Source: an optimization exercise on an open RTL-to-GDS flow (aim: small area). Production flows keep margins and buffers that such runs may drop.
RTL that was checked went through simulation tests only; none was proved equivalent to the original.
For run 5, only the layout was checked, not whether the RTL still works.
No driver is modelled on the clock port, so clocking that relies on it looks cheaper here than on a real chip.
Power and IR drop assume default switching activity.

**flow/config.mk**
```make
export PLATFORM = sky130hd
export DESIGN_NAME = pi6502_orch
export DESIGN_NICKNAME = pi6502_orch
export VERILOG_FILES = /design/flow/design.v
export SDC_FILE = /design/flow/constraint.sdc
export NUM_CORES = 4
export LEC_CHECK = 0
export CAP_MARGIN = 20
export CORE_MARGIN = 2
export CORE_UTILIZATION = 25
export SLEW_MARGIN = 20
```
**flow/constraint.sdc**
```tcl
create_clock -name core_clock -period 5.0 [get_ports {clk}]
set_input_delay 1.0000 -clock core_clock [delete_from_list [all_inputs] [get_ports {clk}]]
set_output_delay 1.0000 -clock core_clock [all_outputs]
set_load 0.01 [all_outputs]
```
**flow/design.v**
```verilog
module pi6502_orch (
    input  wire        clk,
    input  wire        rst,           
    output wire        cpu_clk,
    output wire        cpu_rst,       
    input  wire        cpu_rw,        
    input  wire [15:0] cpu_addr,
    input  wire [7:0]  cpu_din,       
    output wire [7:0]  cpu_dout,      
    output wire        cpu_doe,       
    output wire        mem_en,
    output wire        mem_we,
    output wire [15:0] mem_addr,
    output wire [7:0]  mem_wdata,
    input  wire [7:0]  mem_rdata,
    output wire        key_poll,
    input  wire        key_valid,
    input  wire [7:0]  key_code,
    output wire        con_valid,
    output wire [1:0]  con_kind,      
    output wire [6:0]  con_char,
    output wire        rej_valid,
    output wire [15:0] rej_addr,
    output wire [7:0]  rej_data
);
    reg  [10:0] c;       
    reg         bus;     
    reg         f;       
    wire ends   = c[7] & c[6] & c[2] & c[1] & c[0];
    wire poll   = bus & ends;                                    
    wire seqend = ends & c[10] & c[9] & c[8] & c[3];             
    wire use_cpu = bus & c[1] & ~c[0];                           
    wire is_kbd  = (cpu_addr == 16'hD010);
    wire is_dsp  = (cpu_addr == 16'hD012);
    wire is_brom = (cpu_addr[15:8] == 8'hFF);
    wire is_rom  = (cpu_addr[15:12] == 4'hE) || is_brom;
    wire kbd_rd  = cpu_rw & is_kbd;
    wire wr      = ~cpu_rw & use_cpu;
    wire [6:0] dsp_c     = cpu_din[6:0];
    wire       dsp_drop  = (dsp_c == 7'h00) || (dsp_c == 7'h7F) || (dsp_c == 7'h0A);
    wire       dsp_break = (dsp_c == 7'h0D);
    wire key_is_reset = (key_code == 8'h52) || (key_code == 8'h72);
    wire key_lf       = (key_code == 8'h0A);
    wire [6:0] key_norm = key_lf ? 7'h0D : key_code[6:0];
    wire keystore     = poll & key_valid & ~key_is_reset;
    wire notice       = poll & key_valid & key_is_reset;
    assign cpu_clk  = c[0] | (bus & c[1]);
    assign cpu_rst  = ~(c[10] | c[9] | c[8] | (c[7] & c[6] & (c[5] | c[4] | c[3])));   
    assign cpu_doe  = cpu_rw;
    assign cpu_dout = mem_rdata;
    assign mem_en   = 1'b1;
    assign mem_we   = f
                    | (bus & c[0] & (kbd_rd | keystore))
                    | (wr & ~is_rom & ~is_dsp);
    assign mem_addr = use_cpu ? cpu_addr : {14'b1101_0000_0001_00, f & c[0], ~c[1]};
    assign mem_wdata = ({8{use_cpu}} & cpu_din)
                     | ({8{keystore}} & {1'b1, key_norm})
                     | {f & bus, 7'b0};
    assign key_poll  = poll;
    assign con_valid = (wr & is_dsp & ~dsp_drop) | notice;
    assign con_kind  = {c[0], dsp_break & ~c[0]};
    assign con_char  = dsp_c;
    assign rej_valid = wr & is_brom;
    assign rej_addr  = {8'hFF, cpu_addr[7:0]};    
    assign rej_data  = cpu_din;
    always @(posedge clk) begin
        if (rst) begin
            c   <= 11'd0;
            bus <= 1'b0;
            f   <= 1'b1;
        end else begin
            c   <= (poll | seqend) ? 11'd0 : c + 11'd1;
            if (seqend)
                bus <= 1'b1;
            else if (notice)
                bus <= 1'b0;
            f   <= keystore | (f & ~bus & ~(c[1] & c[0]));
        end
    end
endmodule
```
**flow/flow/run.sh**
```bash
#!/bin/bash
# Standard synthesis, its gates re-mapped for area (flip-flops untouched), then
# the standard layout with the smallest buffer cell on the ports and a clock
# tree of one buffer. Each tool writes its full output to a log of its own here.
set -euo pipefail
export BUFFER_PORTS_ARGS="-buffer_cell sky130_fd_sc_hd__buf_1"
export SKIP_REPAIR_TIE_FANOUT=1
export CLKROOT_CELL=sky130_fd_sc_hd__clkbuf_4
export PRE_CTS_TCL="$PWD/flow/clkroot.tcl"
export CTS_ARGS="-clk_nets clk -repair_clock_nets -dont_use_dummy_load"
R=orfs/results/${FLOW_PLATFORM}/pi6502_orch/base
bash standard.sh synth > standard_synth.log 2>&1
cp $R/1_2_yosys.v standard_1_2_yosys.v
REOPT_IN=standard_1_2_yosys.v REOPT_OUT=reopt_1_2_yosys.v yosys -c flow/reopt.tcl > reopt_yosys.log 2>&1
cp reopt_1_2_yosys.v $R/1_2_yosys.v
bash standard.sh > standard_flow.log 2>&1
```
**flow/flow/abc1.script**
```
strash
write_blif orig.blif
&get -n
&st
&syn2
&dch -f
&nf -a -R 1000
&put
mfs2 -a
&get -n
&st
&dch -f
&nf -a -R 1000
&put
cec orig.blif
```
**flow/flow/abc2.script**
```
strash
write_blif orig.blif
&get -n
&st
&dch
&nf -R 1000
&st
&syn2
&if -g -K 6
&synch2
&nf -R 1000
&st
&syn2
&dch
&nf -R 1000
&st
&syn2
&dch
&nf -R 1000
&put
topo
cec orig.blif
```
**flow/flow/abc3.script**
```
strash
write_blif orig.blif
&get -n
&st
&syn2
&dch -f
&nf -R 1000
&st
&syn2
&dch -f
&nf -R 1000
&st
&dch -f
&nf -R 1000
&put
cec orig.blif
```
**flow/flow/abc4.script**
```
strash
write_blif orig.blif
&get -n
&st
&synch2
&dch -f
&nf -a -R 2000
&put
mfs2 -a
&get -n
&st
&synch2
&dch -f
&nf -a -R 2000
&put
cec orig.blif
```
**flow/flow/abc5.script**
```
strash
write_blif orig.blif
&get -n
&st
&dc2
&dc2
&dch -f
&nf -a -R 1000
&put
mfs2 -a
&get -n
&st
&dch -f
&nf -R 1000
&put
cec orig.blif
```
**flow/flow/abc6.script**
```
strash
write_blif orig.blif
&get -n
&st
&dc2
&dch -f
&nf -R 1000
&st
&dc2
&dch -f
&nf -R 1000
&put
cec orig.blif
```
**flow/flow/abc7.script**
```
strash
write_blif orig.blif
&get -n
&st
&if -K 4 -a
&mfs
&st
&dch -f
&nf -a -R 1000
&put
cec orig.blif
```
**flow/flow/clkroot.tcl**
```tcl
# The clock tree: one clock buffer between the clock port and every register's
# clock pin. The registers are first gathered around their centre (detailed
# placement legalizes them) so that the buffer drives a short net; the buffer
# goes at that centre.
set block [ord::get_db_block]
set master [[ord::get_db] findMaster $::env(CLKROOT_CELL)]
set clknet [$block findNet clk]
set xs 0
set ys 0
set n 0
set sinks [$clknet getITerms]
foreach it $sinks {
  set bb [[$it getInst] getBBox]
  incr xs [expr {([$bb xMin] + [$bb xMax]) / 2}]
  incr ys [expr {([$bb yMin] + [$bb yMax]) / 2}]
  incr n
}
set cx [expr {$xs / $n}]
set cy [expr {$ys / $n}]
foreach it $sinks {
  [$it getInst] setLocation $cx $cy
}
detailed_placement
set newnet [odb::dbNet_create $block clknet_root]
set inst [odb::dbInst_create $block $master clkbuf_root]
foreach it $sinks {
  $it disconnect
  $it connect $newnet
}
[$inst findITerm A] connect $clknet
[$inst findITerm X] connect $newnet
$newnet setSigType CLOCK
$inst setLocation $cx $cy
$inst setPlacementStatus PLACED
puts "clkroot: $n clock pins moved behind [$master getName]"
```
**flow/flow/dont_use.txt**
```
sky130_fd_sc_hd__lpflow_bleeder_1
sky130_fd_sc_hd__lpflow_clkbufkapwr_1
sky130_fd_sc_hd__lpflow_clkbufkapwr_16
sky130_fd_sc_hd__lpflow_clkbufkapwr_2
sky130_fd_sc_hd__lpflow_clkbufkapwr_4
sky130_fd_sc_hd__lpflow_clkbufkapwr_8
sky130_fd_sc_hd__lpflow_clkinvkapwr_1
sky130_fd_sc_hd__lpflow_clkinvkapwr_16
sky130_fd_sc_hd__lpflow_clkinvkapwr_2
sky130_fd_sc_hd__lpflow_clkinvkapwr_4
sky130_fd_sc_hd__lpflow_clkinvkapwr_8
sky130_fd_sc_hd__lpflow_decapkapwr_12
sky130_fd_sc_hd__lpflow_decapkapwr_3
sky130_fd_sc_hd__lpflow_decapkapwr_4
sky130_fd_sc_hd__lpflow_decapkapwr_6
sky130_fd_sc_hd__lpflow_decapkapwr_8
sky130_fd_sc_hd__lpflow_inputiso0n_1
sky130_fd_sc_hd__lpflow_inputiso0p_1
sky130_fd_sc_hd__lpflow_inputiso1n_1
sky130_fd_sc_hd__lpflow_inputiso1p_1
sky130_fd_sc_hd__lpflow_inputisolatch_1
sky130_fd_sc_hd__lpflow_isobufsrc_1
sky130_fd_sc_hd__lpflow_isobufsrc_16
sky130_fd_sc_hd__lpflow_isobufsrc_2
sky130_fd_sc_hd__lpflow_isobufsrc_4
sky130_fd_sc_hd__lpflow_isobufsrc_8
sky130_fd_sc_hd__lpflow_isobufsrckapwr_16
sky130_fd_sc_hd__lpflow_lsbuf_lh_hl_isowell_tap_1
sky130_fd_sc_hd__lpflow_lsbuf_lh_hl_isowell_tap_2
sky130_fd_sc_hd__lpflow_lsbuf_lh_hl_isowell_tap_4
sky130_fd_sc_hd__lpflow_lsbuf_lh_isowell_4
sky130_fd_sc_hd__lpflow_lsbuf_lh_isowell_tap_1
sky130_fd_sc_hd__lpflow_lsbuf_lh_isowell_tap_2
sky130_fd_sc_hd__lpflow_lsbuf_lh_isowell_tap_4
sky130_fd_sc_hd__probe_p_8
sky130_fd_sc_hd__probec_p_8
```
**flow/flow/reopt.tcl**
```tcl
# Re-map the combinational logic of the standard synthesis netlist for area.
# The flip-flops stay the same instances (same names and cell types); only the
# gates between them are re-mapped. Several area-oriented ABC scripts are tried
# and the smallest result kept; each round's best netlist is fed back to the
# same scripts for a few rounds. ABC proves each result equal to its input
# (cec); a result it cannot prove is dropped.
set lib $::env(FLOW_HOME)/platforms/sky130hd/lib/sky130_fd_sc_hd__tt_025C_1v80.lib
set top $::env(FLOW_TOP)
set dont_use {}
foreach c [split [read [open flow/dont_use.txt]] " \n"] {
  if {$c ne ""} { lappend dont_use -dont_use $c }
}
set scripts [lsort [glob flow/abc*.script]]

proc area_of {top lib} {
  yosys tee -q -o reopt_stat.txt stat -liberty $lib $top
  set f [open reopt_stat.txt]
  set txt [read $f]
  close $f
  regexp {Chip area for module '\\[^']*': ([0-9.]+)} $txt -> a
  return $a
}

yosys read_liberty -ignore_miss_func -ignore_miss_dir $lib
yosys read_verilog $::env(REOPT_IN)
yosys hierarchy -top $top
yosys setattr -mod -set keep_hierarchy 1 sky130_fd_sc_hd__dfxtp_1
yosys flatten
yosys rename -hide w:*.*
yosys opt -purge
set best 1e9
yosys design -save best
# Each round re-maps the best netlist of the round before with every script;
# the smallest netlist of all rounds is kept.
yosys design -save round
for {set round 1} {$round <= 5} {incr round} {
  set round_best 1e9
  foreach s $scripts {
    yosys design -load round
    yosys read_liberty -overwrite -ignore_miss_func -ignore_miss_dir $lib
    yosys setattr -mod -set keep_hierarchy 1 sky130_fd_sc_hd__dfxtp_1
    yosys flatten $top
    yosys rename -hide w:*.*
    yosys opt -purge $top
    yosys tee -q -o reopt_abc.txt abc -script $s -liberty $lib {*}$dont_use $top
    yosys opt_clean -purge
    set f [open reopt_abc.txt]
    set txt [read $f]
    close $f
    if {![regexp {Networks are equivalent} $txt]} {
      puts "reopt: round $round $s not proven equivalent, skipped"
      continue
    }
    set a [area_of $top $lib]
    puts "reopt: round $round $s area $a"
    if {$a < $round_best - 0.01} {
      set round_best $a
      yosys design -save round_best
    }
    if {$a < $best - 0.01} {
      set best $a
      yosys design -save best
    }
  }
  if {$round_best >= 1e9} { break }
  yosys design -load round_best
  yosys design -save round
}
puts "reopt: kept area $best"
yosys design -load best
yosys hilomap -singleton -hicell sky130_fd_sc_hd__conb_1 HI -locell sky130_fd_sc_hd__conb_1 LO
yosys insbuf -buf sky130_fd_sc_hd__buf_4 A X
yosys opt_clean -purge
yosys select $top
yosys stat -liberty $lib
yosys write_verilog -noattr -nohex -nodec -selected $::env(REOPT_OUT)
```
**flow/standard.sh**
```bash
#!/bin/bash
# synth_recipe.tcl (not shown) runs the flow's synth.tcl, then flattens the netlist and writes it again
# the make line also repeats each setting of config.mk as NAME=value (left out here)
make -C /OpenROAD-flow-scripts/flow DESIGN_CONFIG=/design/flow/config.mk WORK_HOME=/design/flow/orfs CLKGATE_MAP_FILE= SYNTH_SCRIPT=/design/flow/synth_recipe.tcl "${@:-finish}"
```
==> impl_results.md, run 1 <==
- Status: timing/DRC/antenna clean
- Initial antenna violation count: 0
- Initial Util: 0.2655
- Synthesis warning total: 1
- # nets final: 255
- Row Count: 24
- GRT Residual Overflow: 0
- Switch Pwr: a little under 0.06 mW
- Gr usage total: 0.1187
- Arr. time, crit path: 2.53 ns
- Routing usage on met3: 0.01796
- Via count: around 1300
- CTS clock-pin slew for the worst setup and hold paths: approximately 0.11 ns
- ANT cells: 0
- Post-CTS resize count: 0
- Setup bufs post-CTS: 0
- Pleak: 0.4213 nW
- FMAX: 283.1 MHz
- Combinational share of power: 0.252
- Post-route DRC violation count: 0
- Synthesized cell area: between 0.001 and 0.0015 mm^2
- DRT Pass-1 Iters: 4
- Clock skew: ~0.00067 ns
- CP Max Fanout: 17
- First-pass GRT wire length: 5.140 mm
- Die Wd: 72.70 um
- Chip Height: 72.70 um
- Port buffer count: 91
- Synth Instances: ~160
- Final Setup Violations: 0
- Crit path top cell by count: nand2_1
- Sw Ratio: 0.3100
- CP Data Required Time: 4.00 ns
- Area occupied by multi-input gates: 606.8 um^2
- GRT Max-Usage Layer: met2
- Kind of end point of the critical path: output port
- Clk pwr share: 0.170
- Register share of total power: 0.578
- Final slew viol count: 0
- IO Count: between 100 and 150
- Via-to-Cell Ratio: 4.881
- Pwr dens: between 100 and 150 mW/mm^2
- Kind of critical path: reg2out
- Rel. slew slack: 0.5574
- Slowest CP cell: dfxtp_1
- Cell family with most CP delay: simple AND/OR/NAND/NOR gates
- Pint: 0.1316 mW
- Worst skew pair latency: 0.17 ns
- GPL Wtd Cong: 0.7831
- Routed length per instance: between 10 and 15 um
- Slew @ Worst Pin: 0.6631 ns
- Avg Inst Size Synth: 7.421 um^2
- Seq. cell area: 260.3 um^2
- GR Layer Usage met2: 0.2202
- Startpoint Class: flop
- Area of the core: 0.004444 mm^2
- Dpl hpwl: 2.635 mm
- Drt initial violations: 74
- Slowest stage delay, CP: 0.69 ns
- Bufs and invs on worst path: 1
- Peak VDD IR: between 0.06 and 0.07 mV
- Hold Crit Class: reg2reg
- Crit-path cells: and3_1, and4_1, nand2_1, nor2_1, nand2_1, o21ai_0, buf_1
- Detailed Route WL: 3.685 mm
- Number of global-route vias before repair: about 1100
- Crit share post-route: 0.7065
- P&R area growth vs syn: 8.590%
- Max cap viols: 0
- Post-Syn Nets: about 200
- Total power: ~0.19 mW
- Pin count of the biggest net entering global routing: 21
- Met1 Resource Use GR: 0.1497
- Die Footprint: 0.005285 mm^2
- Post-route ant nets: 0
- RSZ-0062 raised after global routing: no
- Hold-fix buffers, CTS: 0
- Minimum clock period: 3.532 ns
- TNS Setup: 0 ns
- Fill cell count: 497
- R2r setup slk: ~2.7 ns
- Final hold viol count: 0
- Layout cells sized above 1: 0.009569
==> final cells by class <==
| type | count | area share |
|---|---|---|
| well taps | 52 | 0.05078 |
| flip-flops and latches | 13 | 0.2031 |
| plain buffers | 1 | 0.005859 |
| multi-input cells | 104 | 0.4736 |
| repair buffers | 91 | 0.2666 |
==> through the flow <==
stage          std cells    util  area (um^2)  hold WS [ns]  worst slack, ns
2_1_floorplan        159       -         1180        0.4635            1.914
3_3_place_gp         260  0.2860         1271        0.4909            1.635
3_5_place_dp         260  0.2860         1271        0.4941            1.620
4_1_cts              261  0.2877         1279        0.5229            1.614
5_1_grt              261  0.2883         1281        0.5594            1.232
6_report             261  0.2883         1281        0.5372            1.468
==> worst paths after layout <==
path | cells after the start | from | endpoint
worst min-delay path | 2 | c[3] | c[3]
worst max-delay path | 7 | c[0] | mem_wdata[1]
worst max register to register | 7 | c[0] | c[10]
worst min register to register | 2 | c[3] | c[3]
==> cell usage in the layout, fill, tap and decap left out, types with 5 or more instances in the layout <==
master and instances:
o21ai_0 5, buf_1 91, and2_0 11, nor2_1 10, nor4_1 5, nand3_1 5
a22o_1 5, or3_1 5, dfxtp_1 13, a21oi_1 8, nand2_1 13, nor3_1 8
and3_1 6
==> worst reg2reg max path, delay by kind of cell, from the launching register on <==
kind / cells / cell delay [ns]
AND/OR/NAND/NOR: 7 / 1.56
flip-flops: 1 / 0.69
==> sequential cells by signal (all words and copies together), names as in the netlist <==
name and flops:
bus 1, c 11, f 1
==> per-layer routing <==
metal  vias to the layer above  routed length [um]
li1                        631                   -
met1                       578                1632
met4                         0                   4
met3                         2                 291
met5                         -                   0
met2                        63                1757
==> power groups by stage <==
| stage | Combinational, mW | Sequential, mW | Clock [mW] |
|---|---|---|---|
| 2_1_floorplan | 0.0456 | 0.111 | 0 |
| 3_3_place_gp | 0.0472 | 0.112 | 0 |
| 3_5_place_dp | 0.0475 | 0.112 | 0 |
| 4_1_cts | 0.0485 | 0.113 | 0.0254 |
| 5_1_grt | 0.0534 | 0.111 | 0.0358 |
| 6_report | 0.0481 | 0.110 | 0.0324 |
==> inputs of run 2 (changes only) <==
--- a/flow/design.v
+++ b/flow/design.v
@@ -74,7 +74,7 @@
                 bus <= 1'b1;
             else if (notice)
                 bus <= 1'b0;
-            f   <= keystore | (f & ~bus & ~(c[1] & c[0]));
+            f   <= keystore | (f & ~bus & ~c[1]);
         end
     end
 endmodule
--- a/flow/flow/run.sh
+++ b/flow/flow/run.sh
@@ -14,3 +14,11 @@
 REOPT_IN=standard_1_2_yosys.v REOPT_OUT=reopt_1_2_yosys.v yosys -c flow/reopt.tcl > reopt_yosys.log 2>&1
 cp reopt_1_2_yosys.v $R/1_2_yosys.v
 bash standard.sh > standard_flow.log 2>&1
+RESULTS=$R openroad -no_init -exit flow/clkslew.tcl > clkslew.log 2>&1
+slew=$(awk '/^CLKSLEW/{print $2}' clkslew.log)
+if awk -v s="$slew" 'BEGIN{exit !(s == "" || s > 0.115)}'; then
+  export CLKROOT_CELL=sky130_fd_sc_hd__clkbuf_8
+  bash standard.sh clean_cts clean_route clean_finish > standard_clean.log 2>&1
+  bash standard.sh > standard_flow2.log 2>&1
+  RESULTS=$R openroad -no_init -exit flow/clkslew.tcl > clkslew2.log 2>&1
+fi
==> flow/flow/clkslew.tcl (new file) <==
# Largest slew at a register clock pin of the finished layout, with its
# extracted parasitics; printed as "CLKSLEW <ns>".
set p $::env(FLOW_HOME)/platforms/sky130hd
set r $::env(RESULTS)
read_lef $p/lef/sky130_fd_sc_hd.tlef
read_lef $p/lef/sky130_fd_sc_hd_merged.lef
read_liberty $p/lib/sky130_fd_sc_hd__tt_025C_1v80.lib
read_db $r/6_final.odb
read_sdc $r/6_final.sdc
read_spef $r/6_final.spef
set_propagated_clock [all_clocks]
set worst 0
foreach pin [get_pins -hierarchical */CLK] {
  foreach prop {slew_max_rise slew_max_fall} {
    set s [get_property $pin $prop]
    if {$s > $worst} { set worst $s }
  }
}
puts "CLKSLEW $worst"
==> run 2 against run 1 <==
Compared with the run above:
- flip-flop and latch count is the same
- highest routed layer unchanged
- critical endpoint is now mem_wdata[2]
- register-to-register slack about the same
- clock skew is 0.00087 ns higher
- core utilization is the same
- sequential power hardly changed
==> impl_results.md, run 2 <==
- CTS clock-pin slew for the worst setup and hold paths: 0.08 ns (-0.03 ns)
- Fill cell count: 501 (+0.80%)
- TNS Setup: 0 ns (unchanged)
- GR Layer Usage met2: 0.2039 (-0.01633)
- Largest register FFs: 11 (unchanged)
- Bufs and invs on worst path: 1 (unchanged)
- Synthesis warning total: 1 (unchanged)
- ANT cells: 0 (unchanged)
- Number of global-route vias before repair: 1056 (-0.85%)
- Pwr dens: 159.0 mW/mm^2 (+6.8%)
- Drt initial violations: 44 (-41%)
- CP Data Required Time: 4.00 ns (about the same)
- Hold-fix buffers, CTS: 0 (unchanged)
- Hold Crit Class: reg2reg
- Avg Inst Size Synth: 7.245 um^2 (-2.4%)
- Pin count of the biggest net entering global routing: 21 (unchanged)
- P&R area growth vs syn: 9.169%
- Via-to-Cell Ratio: 4.833 (-0.98%)
- Max cap viols: 0 (unchanged)
- Slew @ Worst Pin: 0.7316 ns (+0.06850 ns)
- Total power: 0.2037 mW (+6.8%)
- Setup bufs post-CTS: 0 (unchanged)
- Slowest stage delay, CP: 0.67 ns (-0.02 ns)
- RSZ-0062 raised after global routing: no
- Worst skew pair latency: 0.14 ns (-0.03 ns)
- Initial antenna violation count: 0 (unchanged)
- Final slew viol count: 0 (unchanged)
- Area of the core: 0.004444 mm^2 (unchanged)
- GPL Wtd Cong: 0.7760 (-0.91%)
- Routing usage on met3: 0.006944 (-0.01101)
- Synth Instances: 162 (+1.9%)
- Status: timing/DRC/antenna clean
- Kind of end point of the critical path: output port
- DRT Pass-1 Iters: 4 (unchanged)
- Die Footprint: 0.005258 mm^2 (-0.51%)
- Cell family with most CP delay: simple AND/OR/NAND/NOR gates
- # nets final: 258 (+1.2%)
- Pleak: 0.4205 nW (-0.21%)
- Arr. time, crit path: 2.45 ns (-0.08 ns)
- Routed length per instance: 13.32 um (-5.6%)
- Layout cells sized above 1: 0.009434 (-0.0001354)
- Biggest register: c
- Initial Util: 0.2641 (-0.001408)
- Kind of critical path: reg2out
- CP Max Fanout: 15 (-2)
- Clock skew: 0.001543 ns (+0.0008750 ns)
- Crit share post-route: 0.6907 (-0.01573)
- Post-CTS resize count: 0 (unchanged)
- Final Setup Violations: 0 (unchanged)
- Rel. slew slack: 0.5117 (-0.04572)
- Top Registers: c (11), bus (1), f (1)
- FMAX: 289.5 MHz (+2.3%)
- Post-Syn Nets: 206 (+1.5%)
- Crit-path cells: and3_1, and4_1, nand2_1, nor2_1, o21ai_0, nand2_1, buf_1
- Detailed Route WL: 3.517 mm (-4.6%)
- Slowest CP cell: dfxtp_1
- Peak VDD IR: 0.07817 mV (+16%)
- First-pass GRT wire length: 5.306 mm (+3.2%)
- Synthesized cell area: 0.001174 mm^2 (-0.53%)
- Startpoint Class: flop
- Seq. cell area: 260.3 um^2 (unchanged)
- Crit path top cell by count: nand2_1
- Area occupied by multi-input gates: 596.8 um^2 (-1.6%)
- Most common cell after layout, fill and taps aside: buf_1
- Final hold viol count: 0 (unchanged)
- IO Count: 117 (unchanged)
- Gr usage total: 0.1236 (+0.004871)
- Die Wd: 72.52 um (-0.25%)
- Most frequent cells in the layout: buf_1, nand2_1, dfxtp_1
- Post-route ant nets: 0 (unchanged)
- Post-route DRC violation count: 0 (unchanged)
- GRT Max-Usage Layer: met2
- GRT Residual Overflow: 0 (unchanged)
- Row Count: 24 (unchanged)
- Via count: 1276 (+0.16%)
- Met1 Resource Use GR: 0.1843 (+0.03455)
- Dpl hpwl: 2.591 mm (-1.7%)
- Chip Height: 72.52 um (-0.25%)
- Minimum clock period: 3.454 ns (-0.07863 ns)
- Port buffer count: 91 (unchanged)
run 2: final timing paths:
kind | startpoint | cells past startpoint | end | slack (ns)
hold reg to reg | c[5] | 2 | c[5] | 0.54
setup reg to reg | c[0] | 6 | c[8] | 2.69
setup / recovery | c[0] | 7 | mem_wdata[2] | 1.55
hold / removal | c[5] | 2 | c[5] | 0.54
run 2: worst register-to-register path: stages (launching register included):
cell and delay [ns]:
dfxtp_1 0.67, and3_1 0.31, and2_0 0.28, and3_1 0.28, and3_1 0.26, nor2_1 0.06, a211oi_1 0.33
run 2: area by class of cell:
cell class              count  area share
plain buffers               1     0.01074
well taps                  52     0.05078
repair buffers             91      0.2666
inverters                   1    0.002930
multi-input cells         106      0.4658
flip-flops and latches     13      0.2031
run 2: metrics by stage:
| stage | worst slack (ns) | hold WS (ns) | cells | cell area (um^2) | util |
|---|---|---|---|---|---|
| 6_report | 1.546 | 0.5386 | 264 | 1281 | 0.2883 |
| 5_1_grt | 1.270 | 0.5777 | 264 | 1281 | 0.2883 |
| 4_1_cts | 1.589 | 0.5222 | 264 | 1279 | 0.2877 |
| 3_5_place_dp | 1.591 | 0.4803 | 263 | 1265 | 0.2846 |
| 3_3_place_gp | 1.604 | 0.4766 | 263 | 1265 | 0.2846 |
| 2_1_floorplan | 1.961 | 0.4536 | 162 | 1174 | - |
run 2: metal layers:
metal | up-vias | routed length (um) | part of all wire
met4 | 0 | 16 | 0.0045
met2 | 68 | 1647 | 0.47
met5 | - | 0 | 0
met1 | 573 | 1584 | 0.45
li1 | 633 | - | -
met3 | 2 | 269 | 0.076
run 2: report_power, final:
part	internal [mW]	switching, mW
Sequential	0.106	0.00545
Clock	0.0183	0.0240
Combinational	0.0172	0.0324
Total	0.142	0.0619
==> inputs of run 3 (changes only) <==
--- a/flow/design.v
+++ b/flow/design.v
@@ -26,10 +26,10 @@
     reg  [10:0] c;       
     reg         bus;     
     reg         f;       
-    wire ends   = c[7] & c[6] & c[2] & c[1] & c[0];
-    wire poll   = bus & ends;                                    
-    wire seqend = ends & c[10] & c[9] & c[8] & c[3];             
-    wire use_cpu = bus & c[1] & ~c[0];                           
+    wire ends    = c[8] & c[7] & c[3] & c[2] & c[1] & c[0];
+    wire poll    = bus & ends;                              
+    wire seqend  = ends & c[10] & c[9] & c[6];               
+    wire use_cpu = bus & c[2] & c[1] & ~c[0];                
     wire is_kbd  = (cpu_addr == 16'hD010);
     wire is_dsp  = (cpu_addr == 16'hD012);
     wire is_brom = (cpu_addr[15:8] == 8'hFF);
@@ -44,15 +44,15 @@
     wire [6:0] key_norm = key_lf ? 7'h0D : key_code[6:0];
     wire keystore     = poll & key_valid & ~key_is_reset;
     wire notice       = poll & key_valid & key_is_reset;
-    assign cpu_clk  = c[0] | (bus & c[1]);
-    assign cpu_rst  = ~(c[10] | c[9] | c[8] | (c[7] & c[6] & (c[5] | c[4] | c[3])));   
+    assign cpu_clk  = bus ? c[2] : c[0];
+    assign cpu_rst  = bus | ~(c[10] | c[9] | c[8] | (c[7] & c[6] & (c[5] | c[4] | c[3])));   
     assign cpu_doe  = cpu_rw;
     assign cpu_dout = mem_rdata;
     assign mem_en   = 1'b1;
     assign mem_we   = f
-                    | (bus & c[0] & (kbd_rd | keystore))
+                    | (bus & c[1] & c[0] & (kbd_rd | keystore))
                     | (wr & ~is_rom & ~is_dsp);
-    assign mem_addr = use_cpu ? cpu_addr : {14'b1101_0000_0001_00, f & c[0], ~c[1]};
+    assign mem_addr = use_cpu ? cpu_addr : {14'b1101_0000_0001_00, f & c[0], ~c[2]};
     assign mem_wdata = ({8{use_cpu}} & cpu_din)
                      | ({8{keystore}} & {1'b1, key_norm})
                      | {f & bus, 7'b0};
@@ -74,7 +74,7 @@
                 bus <= 1'b1;
             else if (notice)
                 bus <= 1'b0;
-            f   <= keystore | (f & ~bus & ~c[1]);
+            f   <= keystore | (f & ~bus & ~(c[2] & c[0]));
         end
     end
 endmodule
--- a/flow/flow/run.sh
+++ b/flow/flow/run.sh
@@ -14,11 +14,3 @@
 REOPT_IN=standard_1_2_yosys.v REOPT_OUT=reopt_1_2_yosys.v yosys -c flow/reopt.tcl > reopt_yosys.log 2>&1
 cp reopt_1_2_yosys.v $R/1_2_yosys.v
 bash standard.sh > standard_flow.log 2>&1
-RESULTS=$R openroad -no_init -exit flow/clkslew.tcl > clkslew.log 2>&1
-slew=$(awk '/^CLKSLEW/{print $2}' clkslew.log)
-if awk -v s="$slew" 'BEGIN{exit !(s == "" || s > 0.115)}'; then
-  export CLKROOT_CELL=sky130_fd_sc_hd__clkbuf_8
-  bash standard.sh clean_cts clean_route clean_finish > standard_clean.log 2>&1
-  bash standard.sh > standard_flow2.log 2>&1
-  RESULTS=$R openroad -no_init -exit flow/clkslew.tcl > clkslew2.log 2>&1
-fi
removed: flow/flow/clkslew.tcl
==> run 3 against run 2 <==
Compared with the run above:
- via count is 2.9% higher
- wire length fell by 4.3%
- area after synthesis grew 1.7%
- synthesized cell count increased by 3.7%
- clock power decreased by 23%
- critical path depth is 2 higher
- critical endpoint is now mem_wdata[0]
- highest routed layer unchanged
==> impl_results.md, run 3 <==
- Synth Instances: 168 (+3.7%)
- Bufs and invs on worst path: 1 (unchanged)
- Initial antenna violation count: 0 (unchanged)
- Arr. time, crit path: 2.85 ns (+0.40 ns)
- Post-CTS resize count: 0 (unchanged)
- Cell family with most CP delay: simple AND/OR/NAND/NOR gates
- Layout cells sized above 1: 0.009174 (-0.0002597)
- RSZ-0062 raised after global routing: no
- FMAX: 259.6 MHz (-10%)
- Top Registers: c (11), bus (1), f (1)
- DRT Pass-1 Iters: 4 (unchanged)
- Biggest register: c
- Final Setup Violations: 0 (unchanged)
- Crit share post-route: 0.7703 (+0.07954)
- Slowest CP cell: dfxtp_1
- IO Count: 117 (unchanged)
- GRT Max-Usage Layer: met2
- Via-to-Cell Ratio: 4.827 (-0.13%)
- # nets final: 264 (+2.3%)
- Clock skew: 0.001816 ns (+0.0002735 ns)
- Chip Height: 73.10 um (+0.81%)
- Crit-path cells: and3_1, and2_0, and3_1, and2_0, nand2_1, nor2_1, o21ai_0, nand2_1, buf_1
- Startpoint Class: flop
- Routing usage on met3: 0.01934 (+0.01239)
- ANT cells: 0 (unchanged)
- Tightest hold margin: 0.5357 ns (-0.002884 ns)
- Final slew viol count: 0 (unchanged)
- Synthesis warning total: 1 (unchanged)
- Met1 Resource Use GR: 0.1358 (-0.04842)
- Hold-fix buffers, CTS: 0 (unchanged)
- Area of the core: 0.004661 mm^2 (+4.9%)
- Total power: 0.1896 mW (-6.9%)
- Most common cell after layout, fill and taps aside: buf_1
- Routed length per instance: 12.37 um (-7.1%)
- Pin count of the biggest net entering global routing: 21 (unchanged)
- Synthesized cell area: 0.001194 mm^2 (+1.7%)
- Detailed Route WL: 3.365 mm (-4.3%)
- Via count: 1313 (+2.9%)
- Pwr dens: 146.1 mW/mm^2 (-8.1%)
- Avg Inst Size Synth: 7.105 um^2 (-1.9%)
- CP Max Fanout: 16 (+1)
- Hold Crit Class: reg2reg
- CP Data Required Time: 4.00 ns (about the same)
- Rel. slew slack: 0.5128 (+0.001058)
- Post-route DRC violation count: 0 (unchanged)
- Kind of critical path: reg2out
- Die Wd: 73.10 um (+0.81%)
- Port buffer count: 91 (unchanged)
- GPL Wtd Cong: 0.7688 (-0.93%)
- GR Layer Usage met2: 0.1982 (-0.005675)
- Kind of end point of the critical path: output port
- Minimum clock period: 3.851 ns (+0.3977 ns)
- Initial Util: 0.2561 (-0.007969)
- Dpl hpwl: 2.475 mm (-4.5%)
- Pleak: 0.4074 nW (-3.1%)
- Fill cell count: 528 (+5.4%)
- Setup bufs post-CTS: 0 (unchanged)
- Fin area: 0.001297 mm^2 (+1.3%)
- GRT Residual Overflow: 0 (unchanged)
- Status: timing/DRC/antenna clean
- Row Count: 25 (+4.2%)
- TNS Setup: 0 ns (unchanged)
- Largest register FFs: 11 (unchanged)
- Slew @ Worst Pin: 0.7300 ns (-0.001585 ns)
- Number of global-route vias before repair: 996 (-5.7%)
- Slowest stage delay, CP: 0.65 ns (-0.02 ns)
- First-pass GRT wire length: 4.802 mm (-9.5%)
- P&R area growth vs syn: 8.700%
- Most frequent cells in the layout: buf_1, nand2_1, nor2_1
- Post-route ant nets: 0 (unchanged)
- Worst skew pair latency: 0.17 ns (+0.03 ns)
- Gr usage total: 0.1089 (-0.01467)
- Die Footprint: 0.005344 mm^2 (+1.6%)
- Post-Syn Nets: 212 (+2.9%)
- Final hold viol count: 0 (unchanged)
- Peak VDD IR: 0.06057 mV (-23%)
- Max cap viols: 0 (unchanged)
- Drt initial violations: 68 (+55%)
- CTS clock-pin slew for the worst setup and hold paths: 0.12 ns (+0.04 ns)
- Area post-placement: 0.001287 mm^2 (+1.8%)
==> run 3: layout make-up <==
type / instances / area (um^2) / share of cell area
repair buffers: 91 / 341.6 / 0.2633
multi-input cells: 113 / 620.6 / 0.4783
flip-flops and latches: 13 / 260.3 / 0.2006
well taps: 54 / 67.56 / 0.05207
plain buffers: 1 / 7.507 / 0.005786
==> run 3: worst paths after layout <==
check	startpoint	end	slack, ns	cells past startpoint
worst min register to register	c[3]	c[3]	0.54	2
worst min-delay path	c[3]	c[3]	0.54	2
worst max register to register	c[0]	f	2.54	8
worst max-delay path	c[0]	mem_wdata[0]	1.15	9
==> run 3: routing by layer <==
metal,vias up,routed length [um]
met1,605,1435
met5,-,0
li1,645,-
met4,0,38
met3,4,273
met2,59,1618
==> run 3: metrics by stage <==
| step | std cells | utilization | setup slack (ns) |
|---|---|---|---|
| 2_1_floorplan | 168 | - | 1.770 |
| 3_3_place_gp | 271 | 0.2762 | 1.426 |
| 3_5_place_dp | 271 | 0.2762 | 1.382 |
| 4_1_cts | 272 | 0.2779 | 1.329 |
| 5_1_grt | 272 | 0.2784 | 0.8329 |
| 6_report | 272 | 0.2784 | 1.149 |
==> run 3: power breakdown <==
part / switching [mW] / internal, mW / leakage [nW] / total (mW)
logic: 0.0306 / 0.0160 / 0.297 / 0.0467
registers: 0.00470 / 0.106 / 0.105 / 0.110
clock network: 0.0228 / 0.00963 / 0.00460 / 0.0324
==> run 3: worst min-delay path, cell delays in order (launching register included) <==
cell and delay [ns]:
dfxtp_1 0.35, nor2_1 0.11, nor3_1 0.05
==> inputs of run 4 (changes only) <==
--- a/flow/flow/run.sh
+++ b/flow/flow/run.sh
@@ -5,7 +5,7 @@
 set -euo pipefail
 export BUFFER_PORTS_ARGS="-buffer_cell sky130_fd_sc_hd__buf_1"
 export SKIP_REPAIR_TIE_FANOUT=1
-export CLKROOT_CELL=sky130_fd_sc_hd__clkbuf_4
+export CLKROOT_CELL=sky130_fd_sc_hd__clkbuf_8
 export PRE_CTS_TCL="$PWD/flow/clkroot.tcl"
 export CTS_ARGS="-clk_nets clk -repair_clock_nets -dont_use_dummy_load"
 R=orfs/results/${FLOW_PLATFORM}/pi6502_orch/base
==> flow/flow/clkroot.tcl (replaced) <==
# The clock tree: one clock buffer between the clock port and every register's
# clock pin, placed at the registers' centre (detailed placement legalizes it).
set block [ord::get_db_block]
set master [[ord::get_db] findMaster $::env(CLKROOT_CELL)]
set clknet [$block findNet clk]
set newnet [odb::dbNet_create $block clknet_root]
set inst [odb::dbInst_create $block $master clkbuf_root]
set xs 0
set ys 0
set n 0
foreach it [$clknet getITerms] {
  set bb [[$it getInst] getBBox]
  incr xs [expr {([$bb xMin] + [$bb xMax]) / 2}]
  incr ys [expr {([$bb yMin] + [$bb yMax]) / 2}]
  incr n
  $it disconnect
  $it connect $newnet
}
[$inst findITerm A] connect $clknet
[$inst findITerm X] connect $newnet
$newnet setSigType CLOCK
$inst setLocation [expr {$xs / $n}] [expr {$ys / $n}]
$inst setPlacementStatus PLACED
puts "clkroot: $n clock pins moved behind [$master getName]"
==> run 4 against run 3 <==
Compared with the run above:
- via count down 4.7%
- core utilization increased by 0.13 points
- area after synthesis is the same
- critical path type unchanged
- highest routed layer unchanged
==> impl_results.md, run 4 <==
- Initial antenna violation count: 0 (unchanged)
- Cell family with most CP delay: simple AND/OR/NAND/NOR gates
- Final Setup Violations: 0 (unchanged)
- Hold Crit Class: reg2reg
- Register share of total power: 0.548 (-0.035)
- Die Footprint: 0.005344 mm^2 (unchanged)
- Arr. time, crit path: 2.79 ns (-0.06 ns)
- Reg2Reg Capture Point: f
- Final hold viol count: 0 (unchanged)
- Worst Hold End: f
- Via-to-Cell Ratio: 4.599 (-4.7%)
- Hold-fix buffers, CTS: 0 (unchanged)
- CP Data Required Time: 4.00 ns (about the same)
- Pin count of the biggest net entering global routing: 21 (unchanged)
- Tightest hold margin: 0.4903 ns (-0.04543 ns)
- Gr usage total: 0.09396 (-0.01493)
- GPL Wtd Cong: 0.7688 (unchanged)
- Dpl hpwl: 2.475 mm (unchanged)
- Bufs and invs on worst path: 1 (unchanged)
- Crit-path cells: and3_1, and2_0, and3_1, and2_0, nand2_1, nor2_1, o21ai_0, nand2_1, buf_1
- P&R area growth vs syn: 9.224%
- Minimum clock period: 3.791 ns (-0.06089 ns)
- Die Wd: 73.10 um (unchanged)
- Kind of critical path: reg2out
- Slowest CP cell: dfxtp_1
- Number of global-route vias before repair: 923 (-7.3%)
- Routed length per instance: 11.07 um (-11%)
- Area of the core: 0.004661 mm^2 (unchanged)
- Combinational share of power: 0.230 (-0.016)
- TNS Setup: 0 ns (unchanged)
- Final slew viol count: 0 (unchanged)
- RSZ-0062 raised after global routing: no
- Pint: 0.1401 mW (+6.6%)
- CP Max Fanout: 16 (unchanged)
- Row Count: 25 (unchanged)
- Kind of end point of the critical path: output port
- DRT Pass-1 Iters: 4 (unchanged)
- Detailed Route WL: 3.010 mm (-11%)
- Hold Path Stages: 2 (unchanged)
- IO Count: 117 (unchanged)
- Post-route ant nets: 0 (unchanged)
- Most common cell after layout, fill and taps aside: buf_1
- Biggest register: c
- Largest register FFs: 11 (unchanged)
- Slew @ Worst Pin: 0.7211 ns (-0.008942 ns)
- Drt initial violations: 61 (-10%)
- Rel. slew slack: 0.5188 (+0.005968)
- Synthesized cell area: 0.001194 mm^2 (unchanged)
- Area occupied by multi-input gates: 620.6 um^2 (unchanged)
- Initial Util: 0.2561 (unchanged)
- R2r setup slk: 2.60 ns (+0.06 ns)
- # nets final: 264 (unchanged)
- Synth Instances: 168 (unchanged)
- FMAX: 263.8 MHz (+1.6%)
- Synthesis warning total: 1 (unchanged)
- Pleak: 0.4099 nW (+0.64%)
- Peak VDD IR: 0.08949 mV (+48%)
- Chip Height: 73.10 um (unchanged)
- Clock skew: 0.0009262 ns (-0.0008902 ns)
- Avg Inst Size Synth: 7.105 um^2 (unchanged)
- Pwr dens: 154.1 mW/mm^2 (+5.5%)
- Post-route DRC violation count: 0 (unchanged)
- R2R depth: 8 (unchanged)
- HP Start: f
- Via count: 1251 (-4.7%)
- Startpoint Class: flop
- Sw Ratio: 0.3027 (-0.003933)
- Switch Pwr: 0.06081 mW (+4.6%)
- Reg2reg start: c[0]
- ANT cells: 0 (unchanged)
- Layout cells sized above 1: 0.009174 (unchanged)
- Crit share post-route: 0.7581 (-0.01218)
- CTS clock-pin slew for the worst setup and hold paths: 0.08 ns (-0.04 ns)
- Status: timing/DRC/antenna clean
- First-pass GRT wire length: 4.229 mm (-12%)
- Most frequent cells in the layout: buf_1, nand2_1, nor2_1
- Port buffer count: 91 (unchanged)
- Max cap viols: 0 (unchanged)
- Fill cell count: 532 (+0.76%)
- Slowest stage delay, CP: 0.65 ns (about the same)
- Post-Syn Nets: 212 (unchanged)
- GRT Residual Overflow: 0 (unchanged)
- Post-CTS resize count: 0 (unchanged)
- Worst skew pair latency: 0.14 ns (-0.03 ns)
- Setup bufs post-CTS: 0 (unchanged)
- Clk pwr share: 0.222 (+0.051)
- Top Registers: c (11), bus (1), f (1)
- Seq. cell area: 260.3 um^2 (unchanged)
-- run 4: cell count changes in the layout (fill, tap and decap cells not counted) --
cell      change
clkbuf_4      -1
clkbuf_8      +1
-- run 4: worst reg2reg max path, cell delays in order (launching register included) --
cell,delay [ns]
dfxtp_1,0.65
and3_1,0.28
and2_0,0.25
and3_1,0.22
and2_0,0.27
nand2_1,0.09
nor2_1,0.43
nor2_1,0.07
o21ai_0,0.08
-- run 4: metrics by stage --
step	power (mW)	worst slack (ns)	utilization	cells	area, um^2
floorplan	0.1567	1.770	-	168	1194
global placement	0.1586	1.426	0.2762	271	1287
detailed placement	0.1587	1.382	0.2762	271	1287
CTS	0.1927	1.360	0.2792	272	1301
global route	0.2133	0.8847	0.2797	272	1304
finish	0.2009	1.209	0.2797	272	1304
-- run 4: worst max-delay path by stage --
stage / from / to / slack (ns) / depth (start not counted)
5_1_grt: c[0] / mem_wdata[2] / 0.88 / 9
4_1_cts: c[0] / mem_wdata[0] / 1.36 / 9
3_5_place_dp: c[0] / mem_wdata[0] / 1.38 / 9
2_1_floorplan: c[0] / mem_wdata[1] / 1.77 / 8
3_3_place_gp: c[0] / mem_wdata[0] / 1.43 / 9
6_report: c[0] / mem_wdata[0] / 1.21 / 9
-- run 4: area by class of cell --
class | instances | area share
buffer | 1 | 0.01056
multi-input combinational | 113 | 0.4760
sequential | 13 | 0.1996
tap | 54 | 0.05182
timing repair buffer | 91 | 0.2620
-- run 4: metal layers --
layer  vias to the layer above  routed length [um]  global-route usage
met4                         0                  19            0.008230
met1                       562                1374              0.1262
met2                        45                1389              0.1622
li1                        642                   -                   -
met3                         2                 227             0.01657
met5                         -                   0                   0
-- run 4: power groups by stage --
stage	Clock, mW	Sequential [mW]	Combinational [mW]
global route	0.0508	0.111	0.0516
finish	0.0445	0.110	0.0462
detailed placement	0	0.113	0.0462
CTS	0.0339	0.113	0.0463
floorplan	0	0.111	0.0454
global placement	0	0.113	0.0460
==> inputs of run 5 (changes only) <==
--- a/flow/design.v
+++ b/flow/design.v
@@ -26,10 +26,10 @@
     reg  [10:0] c;       
     reg         bus;     
     reg         f;       
-    wire ends    = c[8] & c[7] & c[3] & c[2] & c[1] & c[0];
-    wire poll    = bus & ends;                              
-    wire seqend  = ends & c[10] & c[9] & c[6];               
-    wire use_cpu = bus & c[2] & c[1] & ~c[0];                
+    wire ends   = c[7] & c[6] & c[2] & c[1] & c[0];
+    wire poll   = bus & ends;                                    
+    wire seqend = ends & c[10] & c[9] & c[8] & c[3];             
+    wire use_cpu = bus & c[1] & ~c[0];                           
     wire is_kbd  = (cpu_addr == 16'hD010);
     wire is_dsp  = (cpu_addr == 16'hD012);
     wire is_brom = (cpu_addr[15:8] == 8'hFF);
@@ -44,15 +44,15 @@
     wire [6:0] key_norm = key_lf ? 7'h0D : key_code[6:0];
     wire keystore     = poll & key_valid & ~key_is_reset;
     wire notice       = poll & key_valid & key_is_reset;
-    assign cpu_clk  = bus ? c[2] : c[0];
-    assign cpu_rst  = bus | ~(c[10] | c[9] | c[8] | (c[7] & c[6] & (c[5] | c[4] | c[3])));   
+    assign cpu_clk  = c[0] | (bus & c[1]);
+    assign cpu_rst  = ~(c[10] | c[9] | c[8] | (c[7] & c[6] & (c[5] | c[4] | c[3])));   
     assign cpu_doe  = cpu_rw;
     assign cpu_dout = mem_rdata;
     assign mem_en   = 1'b1;
     assign mem_we   = f
-                    | (bus & c[1] & c[0] & (kbd_rd | keystore))
+                    | (bus & c[0] & (kbd_rd | keystore))
                     | (wr & ~is_rom & ~is_dsp);
-    assign mem_addr = use_cpu ? cpu_addr : {14'b1101_0000_0001_00, f & c[0], ~c[2]};
+    assign mem_addr = use_cpu ? cpu_addr : {14'b1101_0000_0001_00, ~bus & c[0], ~c[1]};
     assign mem_wdata = ({8{use_cpu}} & cpu_din)
                      | ({8{keystore}} & {1'b1, key_norm})
                      | {f & bus, 7'b0};
@@ -74,7 +74,7 @@
                 bus <= 1'b1;
             else if (notice)
                 bus <= 1'b0;
-            f   <= keystore | (f & ~bus & ~(c[2] & c[0]));
+            f   <= keystore | (f & ~bus & ~c[1]);
         end
     end
 endmodule
--- a/flow/flow/run.sh
+++ b/flow/flow/run.sh
@@ -5,7 +5,7 @@
 set -euo pipefail
 export BUFFER_PORTS_ARGS="-buffer_cell sky130_fd_sc_hd__buf_1"
 export SKIP_REPAIR_TIE_FANOUT=1
-export CLKROOT_CELL=sky130_fd_sc_hd__clkbuf_8
+export CLKROOT_CELL=sky130_fd_sc_hd__buf_4
 export PRE_CTS_TCL="$PWD/flow/clkroot.tcl"
 export CTS_ARGS="-clk_nets clk -repair_clock_nets -dont_use_dummy_load"
 R=orfs/results/${FLOW_PLATFORM}/pi6502_orch/base
@@ -14,3 +14,11 @@
 REOPT_IN=standard_1_2_yosys.v REOPT_OUT=reopt_1_2_yosys.v yosys -c flow/reopt.tcl > reopt_yosys.log 2>&1
 cp reopt_1_2_yosys.v $R/1_2_yosys.v
 bash standard.sh > standard_flow.log 2>&1
+RESULTS=$R openroad -no_init -exit flow/clkslew.tcl > clkslew.log 2>&1
+slew=$(awk '/^CLKSLEW/{print $2}' clkslew.log)
+if awk -v s="$slew" 'BEGIN{exit !(s == "" || s > 0.115)}'; then
+  export CLKROOT_CELL=sky130_fd_sc_hd__clkbuf_8
+  bash standard.sh clean_cts clean_route clean_finish > standard_clean.log 2>&1
+  bash standard.sh > standard_flow2.log 2>&1
+  RESULTS=$R openroad -no_init -exit flow/clkslew.tcl > clkslew2.log 2>&1
+fi
==> flow/flow/abc8.script (new file) <==
strash
write_blif orig.blif
&get -n
&st
&synch2
&if -K 5 -a
&mfs
&st
&dch -f
&nf -a -R 1000
&put
cec orig.blif
==> flow/flow/abc9.script (new file) <==
strash
write_blif orig.blif
&get -n
&st
&b -d
&syn3
&dch -f
&nf -a -R 1000
&put
mfs2 -a
&get -n
&st
&dch
&nf -a -R 1000
&put
cec orig.blif
==> flow/flow/abcA.script (new file) <==
strash
write_blif orig.blif
&get -n
&st
&dch
&nf -R 1000
&put
cec orig.blif
==> flow/flow/abcB.script (new file) <==
strash
write_blif orig.blif
&get -n
&st
&syn4
&dch -f
&nf -a -R 1000
&put
mfs2 -a
&get -n
&st
&syn2
&dch -f
&nf -R 1000
&put
cec orig.blif
==> flow/flow/clkroot.tcl (replaced) <==
# The clock tree: one clock buffer between the clock port and every register's
# clock pin. The registers are first gathered around their centre (detailed
# placement legalizes them) so that the buffer drives a short net; the buffer
# goes at that centre.
set block [ord::get_db_block]
set master [[ord::get_db] findMaster $::env(CLKROOT_CELL)]
set clknet [$block findNet clk]
set xs 0
set ys 0
set n 0
set sinks [$clknet getITerms]
foreach it $sinks {
  set bb [[$it getInst] getBBox]
  incr xs [expr {([$bb xMin] + [$bb xMax]) / 2}]
  incr ys [expr {([$bb yMin] + [$bb yMax]) / 2}]
  incr n
}
set cx [expr {$xs / $n}]
set cy [expr {$ys / $n}]
foreach it $sinks {
  [$it getInst] setLocation $cx $cy
}
detailed_placement
set newnet [odb::dbNet_create $block clknet_root]
set inst [odb::dbInst_create $block $master clkbuf_root]
foreach it $sinks {
  $it disconnect
  $it connect $newnet
}
[$inst findITerm A] connect $clknet
[$inst findITerm X] connect $newnet
$newnet setSigType CLOCK
$inst setLocation $cx $cy
$inst setPlacementStatus PLACED
puts "clkroot: $n clock pins moved behind [$master getName]"
==> flow/flow/clkslew.tcl (new file) <==
# Largest slew at a register clock pin of the finished layout, with its
# extracted parasitics; printed as "CLKSLEW <ns>".
set p $::env(FLOW_HOME)/platforms/sky130hd
set r $::env(RESULTS)
read_lef $p/lef/sky130_fd_sc_hd.tlef
read_lef $p/lef/sky130_fd_sc_hd_merged.lef
read_liberty $p/lib/sky130_fd_sc_hd__tt_025C_1v80.lib
read_db $r/6_final.odb
read_sdc $r/6_final.sdc
read_spef $r/6_final.spef
set_propagated_clock [all_clocks]
set worst 0
foreach pin [get_pins -hierarchical */CLK] {
  foreach prop {slew_max_rise slew_max_fall} {
    set s [get_property $pin $prop]
    if {$s > $worst} { set worst $s }
  }
}
puts "CLKSLEW $worst"
==> flow/flow/reopt.tcl (replaced) <==
# Re-map the combinational logic of the standard synthesis netlist for area.
# The flip-flops stay the same instances (same names and cell types); only the
# gates between them are re-mapped. Several area-oriented ABC scripts are tried
# and the smallest result kept; the best few netlists are fed back to the
# same scripts for a few rounds. ABC proves each result equal to its input
# (cec); a result it cannot prove is dropped.
set lib $::env(FLOW_HOME)/platforms/sky130hd/lib/sky130_fd_sc_hd__tt_025C_1v80.lib
set top $::env(FLOW_TOP)
set dont_use {}
foreach c [split [read [open flow/dont_use.txt]] " \n"] {
  if {$c ne ""} { lappend dont_use -dont_use $c }
}
set scripts [lsort [glob flow/abc*.script]]

proc area_of {top lib} {
  yosys tee -q -o reopt_stat.txt stat -liberty $lib $top
  set f [open reopt_stat.txt]
  set txt [read $f]
  close $f
  regexp {Chip area for module '\\[^']*': ([0-9.]+)} $txt -> a
  return $a
}

yosys read_liberty -ignore_miss_func -ignore_miss_dir $lib
yosys read_verilog $::env(REOPT_IN)
yosys hierarchy -top $top
yosys setattr -mod -set keep_hierarchy 1 sky130_fd_sc_hd__dfxtp_1
yosys flatten
yosys rename -hide w:*.*
yosys opt -purge
set best 1e9
yosys design -save best
# Beam search: each round re-maps each of the (up to) three smallest netlists
# of the round before with every script; the smallest netlist seen is kept.
yosys design -save beam0
set beam {beam0}
for {set round 1} {$round <= 5} {incr round} {
  set results {}
  set k 0
  foreach b $beam {
    foreach s $scripts {
      yosys design -load $b
      yosys read_liberty -overwrite -ignore_miss_func -ignore_miss_dir $lib
      yosys setattr -mod -set keep_hierarchy 1 sky130_fd_sc_hd__dfxtp_1
      yosys flatten $top
      yosys rename -hide w:*.*
      yosys opt -purge $top
      if {[catch {yosys tee -q -o reopt_abc.txt abc -script $s -liberty $lib {*}$dont_use $top} err]} {
        puts "reopt: round $round $b $s failed: $err"
        continue
      }
      yosys opt_clean -purge
      set f [open reopt_abc.txt]
      set txt [read $f]
      close $f
      if {![regexp {Networks are equivalent} $txt]} {
        puts "reopt: round $round $b $s not proven equivalent, skipped"
        continue
      }
      set a [area_of $top $lib]
      puts "reopt: round $round $b $s area $a"
      set dup 0
      foreach r $results { if {abs([lindex $r 0] - $a) < 0.01} { set dup 1 } }
      if {$dup} { continue }
      yosys design -save cand$k
      lappend results [list $a cand$k]
      incr k
      if {$a < $best - 0.01} {
        set best $a
        yosys design -save best
      }
    }
  }
  if {[llength $results] == 0} { break }
  set results [lsort -real -index 0 $results]
  set beam {}
  set i 0
  foreach r [lrange $results 0 2] {
    yosys design -load [lindex $r 1]
    yosys design -save beam$i
    lappend beam beam$i
    incr i
  }
}
puts "reopt: kept area $best"
yosys design -load best
yosys hilomap -singleton -hicell sky130_fd_sc_hd__conb_1 HI -locell sky130_fd_sc_hd__conb_1 LO
yosys insbuf -buf sky130_fd_sc_hd__buf_4 A X
yosys opt_clean -purge
yosys select $top
yosys stat -liberty $lib
yosys write_verilog -noattr -nohex -nodec -selected $::env(REOPT_OUT)
==> run 5 against run 4 <==
Compared with the run above:
- setup slack gained 0.28 ns
- first-iteration DRC count shrank 36%
- global-route usage grew 2.3 points
- final cell count shrank 3.3%
- area after synthesis shrank 1.5%
- sequential power is essentially flat
- sequential share of layout area grew 0.41 points
==> impl_results.md, run 5 <==
- Detail Route met2 WL: 1.623 mm (+17%)
- Die Wd: 72.59 um (-0.70%)
- Synth Instances: 161 (-4.2%)
- Pin count of the biggest net entering global routing: 21 (unchanged)
- Via-to-Cell Ratio: 4.837 (+5.2%)
- Dpl hpwl: 2.555 mm (+3.2%)
- Pleak: 0.4277 nW (+4.3%)
- Top Registers: c (11), bus (1), f (1)
- Most frequent cells in the layout: buf_1, nand2_1, nor2_1
- IO Count: 117 (unchanged)
- Slowest CP cell: nor4_1
- Post-route ant nets: 0 (unchanged)
- Biggest register: c
- WL met3: 323 um (+42%)
- Clk pwr share: 0.170 (-0.052)
- Final Setup Violations: 0 (unchanged)
- Top Metal Used: met3
- FMAX: 284.9 MHz (+8.0%)
- Slew @ Worst Pin: 0.6819 ns (-0.03924 ns)
- Post-CTS resize count: 0 (unchanged)
- Post-route DRC violation count: 0 (unchanged)
- Final slew viol count: 0 (unchanged)
- Arr. time, crit path: 2.51 ns (-0.28 ns)
- Pwr dens: 151.5 mW/mm^2 (-1.7%)
- RSZ-0062 raised after global routing: no
- CP Max Fanout: 3 (-13)
- Detailed Route WL: 3.448 mm (+15%)
- Peak VDD IR: 0.06196 mV (-31%)
- Crit-path cells: buf_1, nor4_1, nand3_1, nor4_1, nand2_1, o31ai_1, buf_1
- Pint: 0.1337 mW (-4.6%)
- Area of the core: 0.004444 mm^2 (-4.6%)
- Total power: 0.1935 mW (-3.7%)
- Via count: 1272 (+1.7%)
- GRT Residual Overflow: 0 (unchanged)
- Max cap viols: 0 (unchanged)
- Number of global-route vias before repair: 1040 (+13%)
- Avg Inst Size Synth: 7.305 um^2 (+2.8%)
- Initial Util: 0.2646 (+0.008532)
- ANT cells: 0 (unchanged)
- Setup bufs post-CTS: 0 (unchanged)
- Switch Pwr: 0.05983 mW (-1.6%)
- Status: timing/DRC/antenna clean
- Drt initial violations: 39 (-36%)
- Sw Ratio: 0.3091 (+0.006452)
- Largest register FFs: 11 (unchanged)
- Hold-fix buffers, CTS: 0 (unchanged)
- First-pass GRT wire length: 5.119 mm (+21%)
- Chip Height: 72.59 um (-0.70%)
- Combinational share of power: 0.253 (+0.023)
- Routed length per instance: 13.11 um (+18%)
- Final hold viol count: 0 (unchanged)
- GPL Wtd Cong: 0.7719 (+0.40%)
- P&R area growth vs syn: 8.617%
- Gr usage total: 0.1172 (+0.02319)
- Worst skew pair latency: 0.14 ns (about the same)
- Port buffer count: 91 (unchanged)
- Wire length on met1: 1.501 mm (+9.2%)
- CTS clock-pin slew for the worst setup and hold paths: 0.10 ns (+0.02 ns)
- Synthesized cell area: 0.001176 mm^2 (-1.5%)
- Synthesis warning total: 1 (unchanged)
- Kind of end point of the critical path: output port
- Initial antenna violation count: 0 (unchanged)
- Die Footprint: 0.005269 mm^2 (-1.4%)
- Kind of critical path: in2out
- Rel. slew slack: 0.5449 (+0.02619)
- Minimum clock period: 3.511 ns (-0.2800 ns)
- Crit share post-route: 0.7021 (-0.05600)
- Layout cells sized above 1: 0.009479 (+0.0003044)
- Most common cell after layout, fill and taps aside: buf_1
- Clock skew: 0.0006072 ns (-0.0003190 ns)
- Hold Crit Class: reg2reg
- Slowest stage delay, CP: 0.38 ns (-0.27 ns)
- DRT Pass-1 Iters: 4 (unchanged)
- # nets final: 257 (-2.7%)
- Register share of total power: 0.576 (+0.028)
- Startpoint Class: primary input
- TNS Setup: 0 ns (unchanged)
- CP Data Required Time: 4.00 ns (about the same)
- Row Count: 24 (-4.0%)
- Post-Syn Nets: 205 (-3.3%)
## run 5: area by class of cell
cell class              instances  area, um^2
fillers                       503        3167
multi-input cells             104       595.6
repair buffers                 91       341.6
flip-flops and latches         13       260.3
well taps                      52       65.06
plain buffers                   1       7.507
inverters                       2       7.507
## run 5: per-stage QoR
stage / area, um^2 / setup WS, ns / utilization / hold slack [ns] / std cells
after global routing: 1277 / 1.382 / 0.2874 / 0.5790 / 263
final: 1277 / 1.489 / 0.2874 / 0.5471 / 263
after CTS: 1275 / 1.494 / 0.2869 / 0.5272 / 263
after global placement: 1267 / 1.571 / 0.2852 / 0.4796 / 262
after detailed placement: 1267 / 1.496 / 0.2852 / 0.5008 / 262
after floorplan: 1176 / 1.882 / - / 0.4611 / 161
## run 5: power by group through the flow
stage                     Clock (mW)  Combinational, mW  Sequential (mW)
after floorplan                    0             0.0468            0.112
after global placement             0             0.0484            0.113
after detailed placement           0             0.0489            0.113
after CTS                     0.0263             0.0496            0.114
after global routing          0.0383             0.0546            0.112
final                         0.0330             0.0490            0.112
## run 5: path summary, 6_finish.rpt
path / start / to / cells after the start / slack (ns)
setup / recovery: cpu_addr[11] / con_valid / 7 / 1.49
hold / removal: c[5] / c[5] / 2 / 0.55
setup reg to reg: c[0] / c[10] / 7 / 2.77
hold reg to reg: c[5] / c[5] / 2 / 0.55
## run 5: per-layer routing
metal / vias to the layer above / GRT usage
met5: - / 0
met1: 582 / 0.1577
met2: 67 / 0.2091
met3: 0 / 0.01796
li1: 623 / -
met4: 0 / 0.002058
## run 5: critical path, delay by kind of cell
family | cells | cell delay, ns
simple gates | 4 | 0.99
buf+inv | 2 | 0.28
compound gates | 1 | 0.24
==> inputs of run 6 (changes only) <==
--- a/flow/design.v
+++ b/flow/design.v
@@ -52,7 +52,7 @@
     assign mem_we   = f
                     | (bus & c[0] & (kbd_rd | keystore))
                     | (wr & ~is_rom & ~is_dsp);
-    assign mem_addr = use_cpu ? cpu_addr : {14'b1101_0000_0001_00, ~bus & c[0], ~c[1]};
+    assign mem_addr = use_cpu ? cpu_addr : {14'b1101_0000_0001_00, f & c[0], ~c[1]};
     assign mem_wdata = ({8{use_cpu}} & cpu_din)
                      | ({8{keystore}} & {1'b1, key_norm})
                      | {f & bus, 7'b0};
==> run 6 against run 5 <==
Compared with the run above:
- via count is 0.24% lower
- final cell count rose by 0.38%
- wire length is 1.9% higher
- register-to-register slack worse by 0.08 ns
- final area fell by 0.20%
- clock power rose by 5%
- still clean
- sequential power hardly changed
- largest cell class unchanged
- die area is 0.21% lower
- core utilization down 0.056 points
- first-iteration DRC count increased by 31%
- clock skew about the same
==> impl_results.md, run 6 <==
- Pwr dens: 153.9 mW/mm^2 (+1.6%)
- Kind of end point of the critical path: output port
- ANT cells: 0 (unchanged)
- Synthesis warning total: 1 (unchanged)
- Hold Crit Class: reg2reg
- DRT Pass-1 Iters: 4 (unchanged)
- Most common cell after layout, fill and taps aside: buf_1
- Hold-fix buffers, CTS: 0 (unchanged)
- CP Data Required Time: 4.00 ns (about the same)
- R2R depth: 6 (-1)
- Peak VDD IR: 0.06642 mV (+7.2%)
- Worst skew pair latency: 0.15 ns (about the same)
- RSZ-0062 raised after global routing: no
- GRT Residual Overflow: 0 (unchanged)
- Via-to-Cell Ratio: 4.807 (-0.61%)
- # nets final: 258 (+0.39%)
- Reg2reg start: c[0]
- Clock skew: 0.0009449 ns (+0.0003377 ns)
- Worst Hold End: c[5]
- Drt initial violations: 51 (+31%)
- Die Footprint: 0.005258 mm^2 (-0.21%)
- Crit-path cells: and3_1, and4_1, nand2_1, nor2_1, o21ai_0, nand2_1, buf_1
- HP Start: c[5]
- Kind of critical path: reg2out
- Most frequent cells in the layout: buf_1, nand2_1, dfxtp_1
- Biggest register: c
- Bufs and invs on worst path: 1 (-1)
- Rel. slew slack: 0.4959 (-0.04905)
- Number of global-route vias before repair: 1053 (+1.3%)
- Layout cells sized above 1: 0.009434 (-0.00004471)
- CP Max Fanout: 15 (+12)
- Synthesized cell area: 0.001174 mm^2 (-0.21%)
- Area occupied by multi-input gates: 596.8 um^2 (+0.21%)
- Seq. cell area: 260.3 um^2 (unchanged)
- Chip Height: 72.52 um (-0.10%)
- Port buffer count: 91 (unchanged)
- Crit share post-route: 0.6964 (-0.005684)
- Startpoint Class: flop
- Setup bufs post-CTS: 0 (unchanged)
- Slew @ Worst Pin: 0.7553 ns (+0.07349 ns)
- Hold Path Stages: 2 (unchanged)
- Pleak: 0.4181 nW (-2.2%)
- Minimum clock period: 3.482 ns (-0.02842 ns)
- Detailed Route WL: 3.515 mm (+1.9%)
- Dpl hpwl: 2.591 mm (+1.4%)
- Top Registers: c (11), bus (1), f (1)
- Synth Instances: 162 (+0.62%)
- Initial Util: 0.2641 (-0.0005630)
- Gr usage total: 0.1227 (+0.005543)
- Final hold viol count: 0 (unchanged)
- Via count: 1269 (-0.24%)
- Largest register FFs: 11 (unchanged)
- First-pass GRT wire length: 5.278 mm (+3.1%)
- Reg2Reg Capture Point: c[8]
- Slowest stage delay, CP: 0.68 ns (+0.30 ns)
- Max cap viols: 0 (unchanged)
- Avg Inst Size Synth: 7.245 um^2 (-0.83%)
- Die Wd: 72.52 um (-0.10%)
- Row Count: 24 (unchanged)
- CTS clock-pin slew for the worst setup and hold paths: 0.11 ns (about the same)
- IO Count: 117 (unchanged)
- GPL Wtd Cong: 0.7760 (+0.53%)
- Arr. time, crit path: 2.48 ns (-0.03 ns)
- Area of the core: 0.004444 mm^2 (unchanged)
- FMAX: 287.2 MHz (+0.82%)
- Post-Syn Nets: 206 (+0.49%)
- Status: timing/DRC/antenna clean
- Pin count of the biggest net entering global routing: 21 (unchanged)
- Tightest hold margin: 0.5424 ns (-0.004695 ns)
- Post-route DRC violation count: 0 (unchanged)
- Final Setup Violations: 0 (unchanged)
- Slowest CP cell: dfxtp_1
- Final slew viol count: 0 (unchanged)
- TNS Setup: 0 ns (unchanged)
- Post-CTS resize count: 0 (unchanged)
- P&R area growth vs syn: 8.635% (about the same)
- Post-route ant nets: 0 (unchanged)
- Fill cell count: 501 (-0.40%)
- Cell family with most CP delay: simple AND/OR/NAND/NOR gates
- R2r setup slk: 2.69 ns (-0.08 ns)
- Crit path top cell by count: nand2_1
- Routed length per instance: 13.31 um (+1.6%)
- Initial antenna violation count: 0 (unchanged)
## run 6: through the flow
step	instances	util	area [um^2]	power (mW)	worst slack (ns)
after global placement	263	0.2846	1265	0.1627	1.604
after CTS	264	0.2863	1272	0.1903	1.589
after detailed placement	263	0.2846	1265	0.1632	1.591
after floorplan	162	-	1174	0.1595	1.961
after global routing	264	0.2869	1275	0.2076	1.243
final	264	0.2869	1275	0.1962	1.518
## run 6: per-layer routing
metal	track usage	wire (um)	vias up
li1	-	-	634
met1	0.1843	1580	566
met2	0.2039	1637	69
met3	0.006944	296	0
met4	0.004115	0	0
met5	0	0	-
## run 6: power by group
| group | switching, mW | leakage, nW | internal, mW |
|---|---|---|---|
| Sequential | 0.00543 | 0.106 | 0.106 |
| Clock | 0.0242 | 0.00480 | 0.0106 |
| Combinational | 0.0324 | 0.308 | 0.0172 |
| Total | 0.0621 | 0.418 | 0.134 |
## run 6: worst min-delay path: cells and delay by family (launching register included)
family / cells / cell delay (ns)
flops: 1 / 0.35
simple gates: 1 / 0.05
compound gates: 1 / 0.11
## run 6: how the worst max path moves through the flow
stage	from	end	slack (ns)	cells past startpoint
5_1_grt	c[0]	mem_wdata[0]	1.24	7
4_1_cts	cpu_addr[8]	con_valid	1.59	7
6_report	c[0]	mem_wdata[2]	1.52	7
3_5_place_dp	cpu_addr[8]	con_valid	1.59	7
3_3_place_gp	cpu_addr[8]	con_valid	1.60	7
2_1_floorplan	cpu_addr[8]	con_valid	1.96	5
## run 6: cell type report
cell class,instances,share of cell area
repair buffers,91,0.2679
flip-flops and latches,13,0.2041
inverters,1,0.002944
well taps,52,0.05103
plain buffers,1,0.005888
multi-input cells,106,0.4681

[what the ideal ports hide]
How much do the figures lean on ideal ports? The routed layouts below were timed once more, with nothing changed but the port constraints.
Step 1 (the two cells are an assumption about what drives the block):
set clk [get_ports {clk}]
set_driving_cell -lib_cell sky130_fd_sc_hd__clkbuf_16 $clk
set_driving_cell -lib_cell sky130_fd_sc_hd__buf_2 [delete_from_list [all_inputs] $clk]
Step 2 adds t to the input delays and takes it off the output delays; t is the mean of the earliest and latest rising clock arrival at the registers after step 1. Input paths then give back, and output paths get back, about the clock's delay inside the block.
a / b / c = ideal / step 1 / step 2; a / b = the first two.
run	shift t [ns]	setup WS [ns]	latest minus earliest clock arrival (ns)	worst register clock-pin slew, ns	cell pins on the clock port's net
run 1	0.191	1.468 / 1.448 / 1.601	0.001 / 0.001	0.11 / 0.11	1
run 2	0.162	1.546 / 1.523 / 1.592	0.002 / 0.001	0.08 / 0.08	1
run 3	0.193	1.149 / 1.126 / 1.319	0.002 / 0.002	0.12 / 0.12	1
run 4	0.168	1.209 / 1.184 / 1.351	0.001 / 0.001	0.08 / 0.08	1
run 5	0.161	1.489 / 1.469 / 1.469	0.000 / 0.000	0.10 / 0.10	1
run 6	0.164	1.518 / 1.500 / 1.592	0.001 / 0.001	0.11 / 0.11	1
After both steps setup and hold are still met in every run listed. For run 5, which loses most, drivers alone change the setup slack by -0.020 ns; drivers and shift together by -0.020 ns.
